Background: an optimization exercise with open tools, aiming at small area. Do not read the settings as production practice.
The RTL was checked by simulation tests, not by an equivalence proof against the original design.
Power is estimated from default activity; no workload was simulated.

// scd41_meas_decoder
module scd41_meas_decoder (
    input  wire        clk,
    input  wire        rst,
    input  wire        in_valid,
    input  wire [7:0]  in_data,
    output wire        in_ready,
    output reg         out_valid,
    output reg  [15:0] co2,
    output reg  [15:0] raw_t,
    output reg  [15:0] raw_rh,
    output wire [31:0] temp,
    output wire [31:0] rh
);
For scale: about 240 flip-flops, ~7100 um^2 of cells after synthesis.
Settings: LEC_CHECK=0, ABC_AREA=1, CAP_MARGIN=20, CORE_MARGIN=2, CORE_UTILIZATION=40, PLACE_DENSITY=0.6, SLEW_MARGIN=20; clock period 10.0 ns.
standard.sh (not shown) runs the stock make flow with config.mk's settings and CLKGATE_MAP_FILE= SYNTH_SCRIPT=/design/flow/synth_recipe.tcl, a recipe that flattens the netlist after the stock synthesis.
==> flow/flow/run.sh <==
#!/bin/bash
# The standard ORFS layout (standard.sh) with these changes:
#  - synthesis is synth_recipe.tcl unchanged except that ABC maps for area
#    only (flow/abc_area.script: no buffering or sizing, no delay target),
#    and the full-adder extraction is skipped (ADDER_MAP_FILE empty);
#  - ports are buffered with buf_1 instead of the flow's default buffer;
#  - CTS clusters sinks with small clock buffers and no dummy loads.
set -euo pipefail
here=$(pwd)
{
  head -n 1 synth_recipe.tcl
  echo 'proc abc {args} {'
  echo '  set i [lsearch $args -script]'
  echo "  if {\$i >= 0} { lset args [expr {\$i + 1}] $here/flow/abc_area.script }"
  echo '  set j [lsearch $args -D]'
  echo '  if {$j >= 0} { set args [lreplace $args $j [expr {$j + 1}]] }'
  echo '  yosys abc {*}$args'
  echo '}'
  tail -n +2 synth_recipe.tcl
} > synth_area.tcl
bash standard.sh \
  "SYNTH_SCRIPT=$here/synth_area.tcl" \
  'ADDER_MAP_FILE=' \
  'BUFFER_PORTS_ARGS=-buffer_cell sky130_fd_sc_hd__buf_1' \
  'CTS_ARGS=-sink_clustering_enable -repair_clock_nets -dont_use_dummy_load -sink_clustering_size 11 -sink_clustering_max_diameter 40 -buf_list {sky130_fd_sc_hd__clkbuf_4} -root_buf sky130_fd_sc_hd__clkbuf_8 -tree_buf {sky130_fd_sc_hd__clkbuf_8}' \
  finish > standard_flow.log 2>&1
==> flow/flow/abc_area.script <==
strash; dch -f; amap; mfs2; strash; dch -f; amap; topo
The first run passed the timing, DRC and antenna checks.
Rerun with:
--- a/flow/flow/run.sh
+++ b/flow/flow/run.sh
@@ -24,3 +24,3 @@
   'BUFFER_PORTS_ARGS=-buffer_cell sky130_fd_sc_hd__buf_1' \
-  'CTS_ARGS=-sink_clustering_enable -repair_clock_nets -dont_use_dummy_load -sink_clustering_size 11 -sink_clustering_max_diameter 40 -buf_list {sky130_fd_sc_hd__clkbuf_4} -root_buf sky130_fd_sc_hd__clkbuf_8 -tree_buf {sky130_fd_sc_hd__clkbuf_8}' \
+  'CTS_ARGS=-sink_clustering_enable -repair_clock_nets -dont_use_dummy_load -sink_clustering_size 20 -sink_clustering_max_diameter 60 -buf_list {sky130_fd_sc_hd__clkbuf_8}' \
   finish > standard_flow.log 2>&1
After rerunning: Core utilization is about the same. Worst setup slack gains 0.060 ns. Power hardly moves.
Rerun with:
--- a/flow/flow/run.sh
+++ b/flow/flow/run.sh
@@ -24,3 +24,3 @@
   'BUFFER_PORTS_ARGS=-buffer_cell sky130_fd_sc_hd__buf_1' \
-  'CTS_ARGS=-sink_clustering_enable -repair_clock_nets -dont_use_dummy_load -sink_clustering_size 20 -sink_clustering_max_diameter 60 -buf_list {sky130_fd_sc_hd__clkbuf_8}' \
+  'CTS_ARGS=-sink_clustering_enable -repair_clock_nets -dont_use_dummy_load -sink_clustering_size 30 -sink_clustering_max_diameter 100 -buf_list {sky130_fd_sc_hd__clkbuf_16} -root_buf sky130_fd_sc_hd__clkbuf_8 -tree_buf {sky130_fd_sc_hd__clkbuf_8}' \
   finish > standard_flow.log 2>&1
==> flow/flow/abc_area.script (replaced) <==
strash; &get -n; &deepsyn -T 20; &put; dch -f; amap; topo
- The new run ran to the end with no violations
- register-to-register slack gains 0.74 ns
- synthesized cell count is lower slightly
- total power hardly moves
- design area is lower slightly
- hold slack gains 0.020 ns

---

scd41_meas_decoder, a different RTL version from the one above (not shown whole).
Size in the first run: ~470 cells after synthesis, roughly 240 flip-flops, ~130 I/O pins.
export LEC_CHECK = 0
export ABC_AREA = 1
export CAP_MARGIN = 20
export CORE_MARGIN = 2
export CORE_UTILIZATION = 40
export PLACE_DENSITY = 0.6
export SLEW_MARGIN = 20
create_clock -name core_clock -period 10.0 [get_ports {clk}]
==> flow/flow/run.sh <==
#!/bin/bash
# The standard ORFS layout (standard.sh) with these changes:
#  - synthesis is synth_recipe.tcl unchanged except that ABC maps for area
#    only (flow/abc_area.script: no buffering or sizing, no delay target),
#    and the full-adder extraction is skipped (ADDER_MAP_FILE empty);
#  - ports are buffered with buf_1 instead of the flow's default buffer;
#  - CTS clusters sinks with small clock buffers and no dummy loads.
set -euo pipefail
here=$(pwd)
{
  head -n 1 synth_recipe.tcl
  echo 'proc abc {args} {'
  echo '  set i [lsearch $args -script]'
  echo "  if {\$i >= 0} { lset args [expr {\$i + 1}] $here/flow/abc_area.script }"
  echo '  set j [lsearch $args -D]'
  echo '  if {$j >= 0} { set args [lreplace $args $j [expr {$j + 1}]] }'
  echo '  yosys abc {*}$args'
  echo '}'
  tail -n +2 synth_recipe.tcl
} > synth_area.tcl
bash standard.sh \
  "SYNTH_SCRIPT=$here/synth_area.tcl" \
  'ADDER_MAP_FILE=' \
  'BUFFER_PORTS_ARGS=-buffer_cell sky130_fd_sc_hd__buf_1' \
  'CTS_ARGS=-sink_clustering_enable -repair_clock_nets -dont_use_dummy_load -sink_clustering_size 12 -sink_clustering_max_diameter 45 -buf_list {sky130_fd_sc_hd__clkbuf_4} -root_buf sky130_fd_sc_hd__clkbuf_8 -tree_buf {sky130_fd_sc_hd__clkbuf_8}' \
  finish > standard_flow.log 2>&1
==> flow/flow/abc_area.script <==
strash; dch -f; amap; mfs2; strash; dch -f; amap; mfs2; strash; dch -f; amap; mfs2; strash; dch -f; amap; topo
Rerun with:
--- a/flow/flow/run.sh
+++ b/flow/flow/run.sh
@@ -23,4 +23,4 @@
   'ADDER_MAP_FILE=' \
   'BUFFER_PORTS_ARGS=-buffer_cell sky130_fd_sc_hd__buf_1' \
-  'CTS_ARGS=-sink_clustering_enable -repair_clock_nets -dont_use_dummy_load -sink_clustering_size 12 -sink_clustering_max_diameter 45 -buf_list {sky130_fd_sc_hd__clkbuf_4} -root_buf sky130_fd_sc_hd__clkbuf_8 -tree_buf {sky130_fd_sc_hd__clkbuf_8}' \
+  'CTS_ARGS=-sink_clustering_enable -repair_clock_nets -dont_use_dummy_load -sink_clustering_size 30 -sink_clustering_max_diameter 100 -buf_list {sky130_fd_sc_hd__clkbuf_16} -root_buf sky130_fd_sc_hd__clkbuf_8 -tree_buf {sky130_fd_sc_hd__clkbuf_8}' \
   finish > standard_flow.log 2>&1
==> flow/flow/abc_area.script (replaced) <==
strash; &get -n; &deepsyn -T 20; &put; dch -f; amap; topo
Outcome: The changed run produced a clean layout. Core utilization is higher by 0.31 points. Synthesized cell count hardly moves. Non-clock buffer count increases by 2. First-iteration DRC count falls by 35%. Cell area came out higher by about 0.7%. Register-to-register slack improves by 130 ps.
Rerun with:
==> flow/flow/abc_area.script (replaced) <==
strash; dch -f; amap; mfs2; strash; dch -f; amap; topo
What happened: Clock power stays flat. Non-clock buffer count came out lower by 2. Final area is about the same. Combinational power came out higher by well over a third. Cell count came out lower slightly. Sequential cell count does not change. Utilization is about the same. Worst setup slack improved by 120 ps. Via count came out lower slightly. Area after synthesis barely changes.
Rerun with:
- CORE_UTILIZATION: 40 -> 50
- PLACE_DENSITY: 0.6 -> 0.7
=> Die area drops by about a fifth; sequential power is about the same; total power hardly moves; cell count drops by a few percent; wire length drops by a few percent.
Rerun with:
--- a/flow/flow/run.sh
+++ b/flow/flow/run.sh
@@ -23,4 +23,4 @@
   'ADDER_MAP_FILE=' \
   'BUFFER_PORTS_ARGS=-buffer_cell sky130_fd_sc_hd__buf_1' \
-  'CTS_ARGS=-sink_clustering_enable -repair_clock_nets -dont_use_dummy_load -sink_clustering_size 30 -sink_clustering_max_diameter 100 -buf_list {sky130_fd_sc_hd__clkbuf_16} -root_buf sky130_fd_sc_hd__clkbuf_8 -tree_buf {sky130_fd_sc_hd__clkbuf_8}' \
+  'CTS_ARGS=-sink_clustering_enable -repair_clock_nets -dont_use_dummy_load -sink_clustering_size 13 -sink_clustering_max_diameter 45 -buf_list {sky130_fd_sc_hd__clkbuf_4} -root_buf sky130_fd_sc_hd__clkbuf_8 -tree_buf {sky130_fd_sc_hd__clkbuf_8}' \
   finish > standard_flow.log 2>&1
- CORE_UTILIZATION: 50 -> 40
- PLACE_DENSITY: 0.7 -> 0.6
Clock-buffer cell count is higher by 13.
Final cell count is higher by 7.5%.
Synthesized area does not change.
Sequential cell count does not change.
Design area barely changes.
Register-to-register slack is worse by 160 ps.
Utilization is lower by 11 points.

---

Starting RTL as in the previous note.
clock: 10.0 ns
lec_check: 0
abc_area: 1
cap_margin: 20
core_margin: 2
core_utilization: 40
place_density: 0.6
slew_margin: 20
==> flow/flow/run.sh <==
#!/bin/bash
# The standard ORFS layout (standard.sh) with these changes:
#  - synthesis is synth_recipe.tcl unchanged except that ABC maps for area
#    only (flow/abc_area.script: no buffering or sizing, no delay target),
#    and the full-adder extraction is skipped (ADDER_MAP_FILE empty);
#  - ports are buffered with buf_1 instead of the flow's default buffer;
#  - CTS clusters sinks with small clock buffers and no dummy loads.
set -euo pipefail
here=$(pwd)
{
  head -n 1 synth_recipe.tcl
  echo 'proc abc {args} {'
  echo '  set i [lsearch $args -script]'
  echo "  if {\$i >= 0} { lset args [expr {\$i + 1}] $here/flow/abc_area.script }"
  echo '  set j [lsearch $args -D]'
  echo '  if {$j >= 0} { set args [lreplace $args $j [expr {$j + 1}]] }'
  echo '  yosys abc {*}$args'
  echo '}'
  tail -n +2 synth_recipe.tcl
} > synth_area.tcl
bash standard.sh \
  "SYNTH_SCRIPT=$here/synth_area.tcl" \
  'ADDER_MAP_FILE=' \
  'BUFFER_PORTS_ARGS=-buffer_cell sky130_fd_sc_hd__buf_1' \
  'CTS_ARGS=-sink_clustering_enable -repair_clock_nets -dont_use_dummy_load -sink_clustering_size 12 -sink_clustering_max_diameter 45 -buf_list {sky130_fd_sc_hd__clkbuf_4} -root_buf sky130_fd_sc_hd__clkbuf_8 -tree_buf {sky130_fd_sc_hd__clkbuf_8}' \
  finish > standard_flow.log 2>&1
==> flow/flow/abc_area.script <==
strash; dch -f; amap; mfs2; strash; dch -f; amap; topo
The baseline finished with timing, DRC and antenna clean.
Rerun with:
--- a/flow/config.mk
+++ b/flow/config.mk
@@ -11,2 +11,2 @@
-export CORE_UTILIZATION = 40
-export PLACE_DENSITY = 0.6
+export CORE_UTILIZATION = 55
+export PLACE_DENSITY = 0.75
=> Sequential cell count stays the same; synthesized area does not change; count of clock-buffer cells in the layout grows by 1.
Rerun with:
--- a/flow/flow/run.sh
+++ b/flow/flow/run.sh
@@ -25 +25 @@
-  'CTS_ARGS=-sink_clustering_enable -repair_clock_nets -dont_use_dummy_load -sink_clustering_size 12 -sink_clustering_max_diameter 45 -buf_list {sky130_fd_sc_hd__clkbuf_4} -root_buf sky130_fd_sc_hd__clkbuf_8 -tree_buf {sky130_fd_sc_hd__clkbuf_8}' \
+  'CTS_ARGS=-sink_clustering_enable -repair_clock_nets -dont_use_dummy_load -sink_clustering_size 13 -sink_clustering_max_diameter 45 -buf_list {sky130_fd_sc_hd__clkbuf_4} -root_buf sky130_fd_sc_hd__clkbuf_4 -tree_buf {sky130_fd_sc_hd__clkbuf_4}' \
--- a/flow/config.mk
+++ b/flow/config.mk
@@ -11,2 +11,2 @@
-export CORE_UTILIZATION = 55
-export PLACE_DENSITY = 0.75
+export CORE_UTILIZATION = 40
+export PLACE_DENSITY = 0.6
Utilization fell by 17 points.
Die area rose by 36%.
Worst setup slack got worse by 0.049 ns.
Count of clock-buffer cells in the layout fell by 2.
Total power fell by 1.6%.
Cell area rose by 0.44%.
Rerun with:
--- a/flow/flow/run.sh
+++ b/flow/flow/run.sh
@@ -25 +25 @@
-  'CTS_ARGS=-sink_clustering_enable -repair_clock_nets -dont_use_dummy_load -sink_clustering_size 13 -sink_clustering_max_diameter 45 -buf_list {sky130_fd_sc_hd__clkbuf_4} -root_buf sky130_fd_sc_hd__clkbuf_4 -tree_buf {sky130_fd_sc_hd__clkbuf_4}' \
+  'CTS_ARGS=-sink_clustering_enable -repair_clock_nets -dont_use_dummy_load -sink_clustering_size 12 -sink_clustering_max_diameter 45 -buf_list {sky130_fd_sc_hd__clkbuf_4} -root_buf sky130_fd_sc_hd__clkbuf_4 -tree_buf {sky130_fd_sc_hd__clkbuf_4}' \
Cell area barely changes.
Core utilization stays flat.
Clock-buffer cell count climbs by 1.
Via count hardly moves.
Sequential power hardly moves.
Fmax climbs by 0.68%.

afterwards: timing with drivers on the ports:
In the flow no input, the clock included, has a driving cell. The finished layouts below were timed again as built, in two steps. Step 1: set_driving_cell puts a clkbuf_16 on clk and a buf_2 on each other input, an assumption about the parent block. Step 2, shift: input delay + t, output delay - t, t = (earliest + latest rising clock arrival at the registers) / 2. This alone moves slack from input paths to output paths. Slacks: no drivers / after step 1 / after step 2; pairs: no drivers / after step 1.
run	t (ns)	slack for setup (ns)	worst setup path at the end
the first run of note 1	0.518	5.391 / 5.355 / 5.539	register to register
the second run of note 1	0.520	5.451 / 5.413 / 5.542	register to register
the third run of note 1	0.507	5.602 / 5.565 / 6.072	register to output
the first run of note 2	0.510	5.702 / 5.666 / 5.826	input to register
the second run of note 2	0.513	5.552 / 5.517 / 6.030	register to output
the third run of note 2	0.514	5.671 / 5.635 / 5.750	input to register
the fourth run of note 2	0.502	5.671 / 5.635 / 5.841	input to register
the fifth run of note 2	0.526	5.700 / 5.665 / 5.745	input to register
the first run of note 3	0.524	5.707 / 5.672 / 5.737	input to register
the second run of note 3	0.507	5.639 / 5.604 / 5.829	input to register
the third run of note 3	0.629	5.590 / 5.556 / 5.728	input to register
the fourth run of note 3	0.615	5.620 / 5.585 / 5.754	input to register
After both steps setup and hold are still met in every run listed.
